From an optimization exercise on the open Yosys and OpenROAD flow, aimed at small area, a short achievable clock period and few clock cycles; shortcuts taken in it are not production practice. The RTL was checked by simulation tests, not by an equivalence proof against the original design.

<file path="config.mk">
export PLATFORM = sky130hd
export DESIGN_NAME = duck_core
export DESIGN_NICKNAME = duck_core
export VERILOG_FILES = /design/flow/design.v
export SDC_FILE = /design/flow/constraint.sdc
export NUM_CORES = 4
export LEC_CHECK = 0
export CAP_MARGIN = 20
export CORE_MARGIN = 2
export CORE_UTILIZATION = 40
export PLACE_DENSITY = 0.6
export SLEW_MARGIN = 20
</file>
<file path="constraint.sdc">
create_clock -name core_clock -period 22.0 [get_ports {clk}]
set_input_delay 4.4000 -clock core_clock [delete_from_list [all_inputs] [get_ports {clk}]]
set_output_delay 4.4000 -clock core_clock [all_outputs]
set_load 0.01 [all_outputs]
</file>
<file path="design.v">
module duck_alu (
    input  wire [33:0] a,         
    input  wire [33:0] b,         
    input  wire [33:0] c,         
    input  wire        cin,
    input  wire        force_v,
    output wire [33:0] sum,
    output wire        ovf,
    output wire [31:0] result,
    output wire [3:0]  flag       
);
    assign sum = a + b + c + {33'd0, cin};
    assign ovf = force_v | ~((sum[33:31] == 3'b000) | (sum[33:31] == 3'b111));
    assign result = ovf ? 32'd0 : sum[31:0];
    assign flag = ovf ? 4'b1000 :
                  sum[31] ? 4'b0001 :
                  (sum[31:0] == 32'd0) ? 4'b0010 : 4'b0100;
endmodule
module duck_div (
    input  wire        clk,
    input  wire        rst,
    input  wire        start,
    input  wire        is_div,
    input  wire [32:0] in1,
    input  wire [32:0] in2,
    input  wire        fin_ack,    
    output wire        idle,
    output wire        fin,
    output wire [32:0] mag,
    output wire        neg,
    output wire        ovf
);
    localparam S_IDLE = 2'd0, S_PREP = 2'd1, S_ITER = 2'd2, S_FIN = 2'd3;
    reg  [1:0]  st;
    reg         dv;         
    reg         ng;         
    reg         ov;         
    reg         mhi;        
    reg  [3:0]  cnt;        
    reg  [32:0] ra;         
    reg  [32:0] rb;         
    reg  [32:0] rc;         
    assign idle = (st == S_IDLE);
    assign fin  = (st == S_FIN);
    assign mag  = rc;
    assign neg  = ng;
    assign ovf  = ov;
    wire [32:0] a_abs = ra[32] ? (~ra + 33'd1) : ra;
    wire [32:0] b_abs = rb[32] ? (~rb + 33'd1) : rb;
    wire        a_lt_b = (a_abs < b_abs);
    function [5:0] msb;
        input [32:0] v;
        integer k;
        begin
            msb = 6'd0;
            for (k = 0; k < 33; k = k + 1)
                if (v[k]) msb = k[5:0];
        end
    endfunction
    wire [5:0]  sh0   = msb(a_abs) - msb(b_abs);
    wire [5:0]  sh    = sh0 | 6'd1;                
    wire [32:0] b_al  = b_abs << sh[4:0];
    wire [3:0]  d     = rb[3:0];
    wire [36:0] pp    = ({37{d[0]}} & {4'd0, ra}) +
                        ({37{d[1]}} & {3'd0, ra, 1'b0}) +
                        ({37{d[2]}} & {2'd0, ra, 2'd0}) +
                        ({37{d[3]}} & {1'd0, ra, 3'd0});
    wire [37:0] acc   = {5'd0, rc} + {1'b0, pp};
    wire [32:0] rb_n  = {4'd0, rb[32:4]};
    wire [33:0] t1 = {1'b0, ra} - {1'b0, rb};
    wire        q1 = ~t1[33];
    wire [32:0] r1 = q1 ? t1[32:0] : ra;
    wire [32:0] b1 = {1'b0, rb[32:1]};
    wire [33:0] t2 = {1'b0, r1} - {1'b0, b1};
    wire        q2 = ~t2[33];
    wire [32:0] r2 = q2 ? t2[32:0] : r1;
    always @(posedge clk) begin
        if (rst) begin
            st  <= S_IDLE;
            dv  <= 1'b0;
            ng  <= 1'b0;
            ov  <= 1'b0;
            mhi <= 1'b0;
            cnt <= 4'd0;
            ra  <= 33'd0;
            rb  <= 33'd0;
            rc  <= 33'd0;
        end else begin
            case (st)
                S_IDLE: begin
                    if (start) begin
                        st <= S_PREP;
                        dv <= is_div;
                        ra <= in1;
                        rb <= in2;
                    end
                end
                S_PREP: begin
                    ng  <= ra[32] ^ rb[32];
                    ov  <= 1'b0;
                    mhi <= 1'b0;
                    rc  <= 33'd0;
                    if (!dv) begin
                        ra <= a_lt_b ? b_abs : a_abs;
                        rb <= a_lt_b ? a_abs : b_abs;
                        st <= ((a_lt_b ? a_abs : b_abs) == 33'd0) ? S_FIN : S_ITER;
                    end else begin
                        ra  <= a_abs;
                        rb  <= b_al;
                        cnt <= sh[4:1];
                        if (b_abs == 33'd0) begin
                            ov <= 1'b1;
                            st <= S_FIN;
                        end else if (a_lt_b) begin
                            st <= S_FIN;
                        end else begin
                            st <= S_ITER;
                        end
                    end
                end
                S_ITER: begin
                    if (!dv) begin
                        rc  <= acc[32:0];
                        ov  <= ov | (acc[37:33] != 5'd0) | (mhi & (d != 4'd0));
                        mhi <= mhi | (ra[32:29] != 4'd0);
                        ra  <= {ra[28:0], 4'd0};
                        rb  <= rb_n;
                        if (rb_n == 33'd0) st <= S_FIN;
                    end else begin
                        ra  <= r2;
                        rb  <= {2'd0, rb[32:2]};
                        rc  <= {rc[30:0], q1, q2};
                        cnt <= cnt - 4'd1;
                        if (cnt == 4'd0) st <= S_FIN;
                    end
                end
                S_FIN: begin
                    if (fin_ack) st <= S_IDLE;
                end
            endcase
        end
    end
endmodule
module duck_core (
    input  wire        clk,
    input  wire        rst,           
    input  wire        start,         
    input  wire [31:0] start_addr,
    output reg         mem_en,
    output reg         mem_we,
    output reg  [9:0]  mem_addr,
    output reg  [31:0] mem_wdata,
    input  wire [31:0] mem_rdata,
    output wire        trace_valid,
    output wire [31:0] trace_pc,
    output wire [31:0] trace_word,
    output wire [1:0]  state,         
    output wire [3:0]  cond,
    output wire [2:0]  fault_cause,
    output wire [31:0] fault_addr,
    output wire [31:0] fault_word,
    input  wire [3:0]  dbg_raddr,
    output wire [31:0] dbg_rdata
);
    localparam OP_HALT = 6'd0, OP_LOAD = 6'd1, OP_STORE = 6'd2, OP_ADD = 6'd3,
               OP_SUB  = 6'd5, OP_MUL  = 6'd6, OP_DIV   = 6'd7;
    localparam ST_RUN = 2'd0, ST_HALT = 2'd1, ST_FAULT = 2'd2;
    reg  [1:0]  st;
    reg  [31:0] pc;           
    reg  [31:0] regs [1:14];
    reg  [3:0]  cond_q;
    reg  [31:0] ir;
    reg         irv;          
    reg         ifv;          
    reg  [9:0]  ifa;          
    reg         lwb;          
    reg         lredo;        
    reg         swb;          
    reg  [3:0]  ls_rt;
    reg  [31:0] res_q;        
    reg         ls_oor;       
    reg  [2:0]  fcause;
    wire running = (st == ST_RUN);
    wire [5:0] op   = ir[31:26];
    wire [3:0] pred = ir[25:22];
    wire [3:0] rt   = ir[21:18];
    wire [3:0] rs1  = ir[17:14];
    wire [3:0] rs2  = ir[13:10];
    wire [9:0] off  = ir[9:0];
    wire legal  = (op <= 6'd3) || (op == OP_SUB) || (op == OP_MUL) || (op == OP_DIV);
    wire pass   = |(cond_q & pred);
    wire is_ld  = (op == OP_LOAD);
    wire is_st  = (op == OP_STORE);
    wire is_sub = (op == OP_SUB);
    wire is_hlt = (op == OP_HALT);
    wire is_md  = (op == OP_MUL) || (op == OP_DIV);
    wire rt_reg = (rt != 4'd0) && (rt != 4'd15);
    wire [3:0] ra_idx = running ? rs1 : dbg_raddr;
    reg  [31:0] x1, x2;
    always @(*) begin
        case (ra_idx)
            4'd0:    x1 = 32'd0;
            4'd15:   x1 = pc;
            default: x1 = regs[ra_idx];
        endcase
        case (rs2)
            4'd0:    x2 = 32'd0;
            4'd15:   x2 = pc;
            default: x2 = regs[rs2];
        endcase
    end
    assign dbg_rdata = x1;
    wire lwb_rd  = pass && (ls_rt != 4'd0) && ((rs1 == ls_rt) || (rs2 == ls_rt));
    wire ex_wr   = pass && rt_reg && !is_ld && !is_md;
    wire sq_ir   = swb && (pc[9:0] == res_q[9:0]);
    wire sq_if   = swb && (ifa == res_q[9:0]);
    wire hold    = (lwb && (lredo || ls_oor || (ls_rt == 4'd15) || lwb_rd || ex_wr)) ||
                   (swb && (ls_oor || sq_ir || (is_ld && pass)));
    wire md_idle, md_fin, md_neg, md_ovf;
    wire [32:0] md_mag;
    wire issue    = running && irv && md_idle && !hold;
    wire fire     = issue && legal;
    wire ex_pass  = fire && pass;
    wire md_start = ex_pass && is_md;
    wire fin      = running && md_fin;
    wire complete = (fire && !(pass && is_md)) || fin;
    wire use_alu  = (ex_pass && !is_md) || fin;
    wire        a_on  = !fin && !is_hlt && !is_md;
    wire        c_on  = !fin && !is_hlt;
    wire        sub   = fin ? md_neg : is_sub;
    wire [33:0] bval  = fin ? {1'b0, md_mag} : is_hlt ? 34'd0 : {{2{x2[31]}}, x2};
    wire [33:0] cval0 = {{24{off[9]}}, off};
    wire [33:0] alu_a = a_on ? {{2{x1[31]}}, x1} : 34'd0;
    wire [33:0] alu_b = sub ? ~bval : bval;
    wire [33:0] alu_c = c_on ? (sub ? (~cval0 + 34'd1) : cval0) : 34'd0;
    wire [33:0] sum;
    wire        alu_ovf;
    wire [31:0] alu_res;
    wire [3:0]  alu_flag;
    duck_alu u_alu (
        .a       (alu_a),
        .b       (alu_b),
        .c       (alu_c),
        .cin     (sub),
        .force_v (fin && md_ovf),
        .sum     (sum),
        .ovf     (alu_ovf),
        .result  (alu_res),
        .flag    (alu_flag)
    );
    duck_div u_md (
        .clk     (clk),
        .rst     (rst),
        .start   (md_start),
        .is_div  (op == OP_DIV),
        .in1     ({x1[31], x1}),
        .in2     (sum[32:0]),
        .fin_ack (fin),
        .idle    (md_idle),
        .fin     (md_fin),
        .mag     (md_mag),
        .neg     (md_neg),
        .ovf     (md_ovf)
    );
    wire        wr_pc   = use_alu && (rt == 4'd15);
    wire [31:0] pc_inc  = pc + 32'd1;
    wire [31:0] pc_next = wr_pc ? (alu_res + 32'd1) : pc_inc;
    wire        lwb15   = lwb && !lredo && !ls_oor && (ls_rt == 4'd15);
    wire [31:0] pc_new  = complete ? pc_next : lwb15 ? mem_rdata : pc;
    wire        keep_ir = irv && !complete && !sq_ir && !lwb15;
    wire        accept  = ifv && !sq_if && (ifa == pc_new[9:0]) &&
                          (pc_new[31:10] == 22'd0) && !lwb15;
    wire f_ls    = running && (lwb || swb) && ls_oor && !lredo;
    wire f_fetch = running && !irv && (pc[31:10] != 22'd0) && !f_ls &&
                   !(lwb && (lredo || ls_rt == 4'd15));
    wire f_dec   = issue && !legal;
    wire [9:0] fa_base = irv ? pc_inc[9:0] : pc[9:0];
    wire       m_next  = ifv && !sq_if && (ifa == fa_base);
    wire [9:0] seq_addr = fa_base + {9'd0, m_next && (!irv || complete)};
    wire [9:0] jmp_addr = sum[9:0] + 10'd1;
    reg        fetch;
    always @(*) begin
        mem_en    = 1'b0;
        mem_we    = 1'b0;
        mem_addr  = seq_addr;
        mem_wdata = (ls_rt == 4'd0) ? 32'd0 : (ls_rt == 4'd15) ? pc : res_q;
        fetch     = 1'b0;
        if (running) begin
            if (swb) begin
                mem_en   = !ls_oor;
                mem_we   = 1'b1;
                mem_addr = res_q[9:0];
            end else if (lwb && lredo) begin
                mem_en   = 1'b1;
                mem_addr = res_q[9:0];
            end else if (ex_pass && is_ld) begin
                mem_en   = 1'b1;
                mem_addr = sum[9:0];
            end else if (wr_pc && !is_ld && !is_st) begin
                mem_en   = 1'b1;
                mem_addr = jmp_addr;
                fetch    = 1'b1;
            end else begin
                mem_en   = 1'b1;
                fetch    = 1'b1;
            end
        end
    end
    assign state       = st;
    assign cond        = cond_q;
    assign trace_valid = fire;
    assign trace_pc    = pc;
    assign trace_word  = ir;
    assign fault_cause = (st == ST_FAULT) ? fcause : 3'd0;
    assign fault_addr  = (st != ST_FAULT) ? 32'd0 :
                         fcause[2] || (fcause == 3'd3) ? res_q : pc;
    assign fault_word  = (st == ST_FAULT && fcause == 3'd1) ? ir : 32'd0;
    wire        w_lwb  = lwb && !lredo && rt_of_lwb;
    wire        rt_of_lwb = (ls_rt != 4'd0) && (ls_rt != 4'd15);
    wire        w_ex   = use_alu && rt_reg && !(ex_pass && is_ld);
    wire [3:0]  w_idx  = lwb ? ls_rt : rt;
    wire [31:0] w_data = !lwb ? alu_res : ls_oor ? res_q : mem_rdata;
    integer i;
    always @(posedge clk) begin
        if (rst) begin
            for (i = 1; i <= 14; i = i + 1)
                regs[i] <= 32'd0;
        end else if (running && (w_lwb || w_ex)) begin
            regs[w_idx] <= w_data;
        end
    end
    always @(posedge clk) begin
        if (rst) begin
            st     <= ST_RUN;
            pc     <= 32'd0;
            cond_q <= 4'b1111;
            ir     <= 32'd0;
            irv    <= 1'b0;
            ifv    <= 1'b0;
            ifa    <= 10'd0;
            lwb    <= 1'b0;
            lredo  <= 1'b0;
            swb    <= 1'b0;
            ls_rt  <= 4'd0;
            res_q  <= 32'd0;
            ls_oor <= 1'b0;
            fcause <= 3'd0;
        end else if (running) begin
            ifv <= fetch;
            ifa <= mem_addr;
            if (f_ls) begin
                st     <= ST_FAULT;
                fcause <= lwb ? 3'd3 : 3'd4;
                lwb    <= 1'b0;
                swb    <= 1'b0;
            end else if (f_fetch) begin
                st     <= ST_FAULT;
                fcause <= 3'd2;
                lwb    <= 1'b0;
                swb    <= 1'b0;
            end else if (f_dec) begin
                st     <= ST_FAULT;
                fcause <= 3'd1;
                lwb    <= 1'b0;
                swb    <= 1'b0;
            end else begin
                if (lwb && lredo) begin
                    lredo <= 1'b0;
                end else begin
                    lwb <= 1'b0;
                end
                swb <= 1'b0;
                if (lwb15)
                    pc <= mem_rdata;
                if (use_alu)
                    cond_q <= alu_flag;
                if (complete)
                    pc <= pc_next;
                if (ex_pass && (is_ld || is_st)) begin
                    lwb    <= is_ld;
                    lredo  <= is_ld && alu_ovf;
                    swb    <= is_st;
                    ls_rt  <= rt;
                    res_q  <= alu_res;
                    ls_oor <= (alu_res[31:10] != 22'd0);
                end
                if (ex_pass && is_hlt)
                    st <= ST_HALT;
                if (!keep_ir) begin
                    ir  <= mem_rdata;
                    irv <= accept;
                end
            end
        end else if (st == ST_HALT) begin
            ifv <= 1'b0;
            irv <= 1'b0;
            if (start) begin
                st <= ST_RUN;
                pc <= start_addr;
            end
        end
    end
endmodule
</file>
<file path="run.sh">
#!/bin/bash
# synth_recipe.tcl (not shown) runs the flow's synth.tcl, then flattens the netlist and writes it again
# the make line also repeats each setting of config.mk as NAME=value (left out here)
make -C /OpenROAD-flow-scripts/flow DESIGN_CONFIG=/design/flow/config.mk WORK_HOME=/design/flow/orfs CLKGATE_MAP_FILE= SYNTH_SCRIPT=/design/flow/synth_recipe.tcl finish
</file>
==> run summary <==
layout make-up:
class / instances / area [sq um] / share of cell area (%)
antenna: 14 / 35.0 / 0.0503
clock buffer: 110 / 2350 / 3.37
clock inverter: 56 / 866 / 1.24
inverter: 319 / 1200 / 1.72
multi-input combinational: 5576 / 37700 / 54.2
sequential: 750 / 20200 / 28.9
tap: 2030 / 2540 / 3.65
timing repair buffer: 541 / 4810 / 6.90
layer usage:
layer	track usage, %	vias to the layer above
met1	48.3	30398
met5	0	-
met4	21.1	20
li1	-	26461
met3	13.3	1067
met2	54.1	4652
layout by cell type (no fill, tap or decap), types with 40 or more instances in the layout:
cell type / n
a2111oi_0: 40
a211oi_1: 69
a21o_1: 68
a21oi_1: 463
a221oi_1: 49
a22oi_1: 66
a31oi_1: 57
and2_1: 98
buf_4: 255
clkbuf_16: 89
clkdlybuf4s50_1: 283
dfxtp_1: 232
edfxtp_1: 512
fa_1: 101
ha_1: 228
inv_1: 312
mux2_2: 44
mux2i_1: 139
mux4_2: 159
nand2_1: 775
nand2b_1: 42
nand3_1: 141
nand4_1: 41
nor2_1: 950
nor3_1: 262
nor4_1: 63
o211ai_1: 45
o21a_1: 50
o21ai_0: 425
o22ai_1: 275
o31ai_1: 47
or3_1: 47
xnor2_1: 237
xor2_1: 78
state kept, by name, indices dropped and copies added (netlist names), 10 cells and up, named ones only:
signal,count
ifa,10
res_q,32
u_md.rb,33
regs,512
pc,32
u_md.ra,33
u_md.rc,33
ir,32
cell families (layout without fill, tap and decap cells):
group | Yosys count | count (layout) | synth area share (%)
buffers and inverters | 906 | 1026 | 5.66
xor gates and xnor gates | 320 | 320 | 4.63
adders and majority gates | 332 | 332 | 8.06
DFF | 750 | 750 | 33.1
and+or+nand+nor | 2656 | 2656 | 19.6
other | 0 | 14 | 0
muxes | 344 | 344 | 9.02
AOI/OAI and AO/OA | 1924 | 1924 | 20.0
worst max-delay path by stage:
stage / endpoint / slack [ns] / cells after the start
floorplan: mem_addr[8] / 7.69 / 25
global placement: mem_addr[9] / 4.97 / 25
detailed placement: mem_addr[9] / 5.01 / 25
CTS: mem_addr[9] / 4.98 / 25
global route: mem_addr[9] / 4.31 / 26
finish: mem_addr[9] / 4.57 / 25
critical path: stages:
cell             delay (ns)
clkdlybuf4s50_1        0.60
inv_1                  0.15
a31oi_4                0.18
buf_4                  0.52
buf_4                  0.91
o22ai_1                0.22
nor3_1                 0.24
nor3_1                 0.08
o21ai_0                0.96
nand2_1                0.25
fa_1                   0.59
inv_1                  0.06
ha_1                   0.27
a211oi_1               0.60
o21bai_1               0.24
xnor2_1                0.25
or4_1                  0.69
nor3_1                 0.35
o21ai_0                0.12
nand2_1                0.10
o21ai_0                0.10
a21oi_1                0.19
nor2_1                 0.07
a21oi_1                0.14
clkdlybuf4s50_1        0.61
==> results.json <==
{
  "synth_common_cells": "nor2_1, nand2_1, edfxtp_1",
  "hold_depth": 2,
  "status": "timing/DRC/antenna clean",
  "routed_via_density": 6.66,
  "holdPathEnd": "u_md.mhi",
  "critPathMaxFanout": 81,
  "globalplace.congestion": 1.03,
  "die_h_um": 394,
  "fin_nets": 7679,
  "clockBufferDepth": 3,
  "cp.required_ns": 17.60,
  "ant_nets": 0,
  "dpl.hpwl_um": 213000,
  "wl_met3_um": 43400,
  "antenna_found_initial": 22,
  "hold_class": "reg -> reg",
  "cap_viol_max_count": 0,
  "top_layer": "met5",
  "cts.sinks": 750,
  "place_ws_ns": 5.01,
  "fin_crit_ns": 17.43,
  "final_cells": 9396,
  "syn_inst": 7232,
  "grt.total_usage_pct": 37.4,
  "min_period_over_period_pct": 79.2,
  "fin_ws_ns": 4.57,
  "wl_met1_um": 113000,
  "synth_edf_count": 512,
  "post_synth.cell_area_avg_sq_um": 8.42,
  "ys_types": 104,
  "first_global_vias": 58349,
  "core_area_sq_um": 152000,
  "cts_resized": 0,
  "post_cts.repair.setup_buffers": 0,
  "r2r_setup_slack_ns": 8.80,
  "fin_tns_setup_ns": 0,
  "synth_fp_nets": 7634,
  "dr.pass1.iters": 9,
  "nFillCells": 14807,
  "synth-seq-area-share_pct": 33.1,
  "drc": 0,
  "dpl_cell_area_sq_um": 66400,
  "root_buffer": "clkbuf_16",
  "yosys.area.top_type": "edfxtp_1",
  "wl_per_cell_um": 32.1,
  "rows": 143,
  "skew_ns": 0.0991,
  "critPathLaunchType": "input port",
  "max_slew_margin_pct": 15.4,
  "rr_worst_depth": 38,
  "critical_path_class": "in -> out",
  "hold_slack_ns": 0.485,
  "grt_pass1_wl_um": 425000,
  "synthTopCellsByArea": "edfxtp_1, dfxtp_1, nor2_1",
  "dr_total_vias": 62598,
  "reg2reg_to": "irv",
  "dr_wl_met2_um": 125000,
  "ys_ff_latch": 750,
  "setup_violations": 0,
  "htree_levels": 3,
  "max_freq_ghz": 0.0574,
  "cts_buffers": 89,
  "synth_top_flop_cell": "edfxtp_1",
  "netlist_area_sq_um": 60900,
  "tightest_slew_ns": 1.26,
  "regToRegStartpoint": "st[1]",
  "fin_area_sq_um": 69700,
  "rsz0062_at_grt": "false",
  "hold_start": "u_md.mhi",
  "area_delta_synth_final_pct": 14.4,
  "insertion_delay_ns": 0.78,
  "wirelength_um": 302000,
  "grt-ovfl-total": 0,
  "drtIter0Drc": 9789,
  "clk_pin_slew_worst_paths_ns": 0.06,
  "die-area_sq_um": 155000,
  "dp.cells": 9215,
  "final_util_pct": 46.0,
  "synth_top_area_share_pct": 25.2,
  "critPathArrivalTime_ns": 13.03,
  "hold_buffers": 0,
  "initial_core_util_pct": 40.2,
  "grt_max_degree": 129,
  "cp-startpoint": "dbg_raddr[1]",
  "hold_viol": 0,
  "ios": 285,
  "cp-end-kind": "output pin",
  "slew_viol_final": 0,
  "cts_tree": "done",
  "portBuffers": 284,
  "yosys_warnings": 2,
  "yosysMostFrequentCell": "nor2_1",
  "drive_gt1_share_pct": 10.0,
  "die_x_um": 394,
  "synthArstFlopShare_pct": 0
}
Testbench counts, summed over its fixed seeds: cycles 101,600.

[what the ideal ports hide]
No port has a modelled driver above. Below, the same layout with a new extraction and two added sets of constraints. Step 1 (the two cells are an assumption about what drives the block):
set clk [get_ports {clk}]
set_driving_cell -lib_cell sky130_fd_sc_hd__clkbuf_16 $clk
set_driving_cell -lib_cell sky130_fd_sc_hd__buf_2 [delete_from_list [all_inputs] $clk]
Step 2 adds t to the input delays and takes it off the output delays; t is the mean of the earliest and latest rising clock arrival at the registers after step 1. Input paths then give back, and output paths get back, about the clock's delay inside the block. Three values: no drivers, after step 1, after step 2; two values: the first two.
t, ns: 0.817
setup WS [ns]: 4.567 / 4.521 / 4.521
latest minus earliest clock arrival (ns): 0.099 / 0.099
worst register clock-pin slew, ns: 0.07 / 0.07
pins driven straight from the clock port: 1
After both steps setup and hold are still met in this run. The setup slack of this run moves by -0.046 ns with the drivers and by -0.046 ns with both steps.
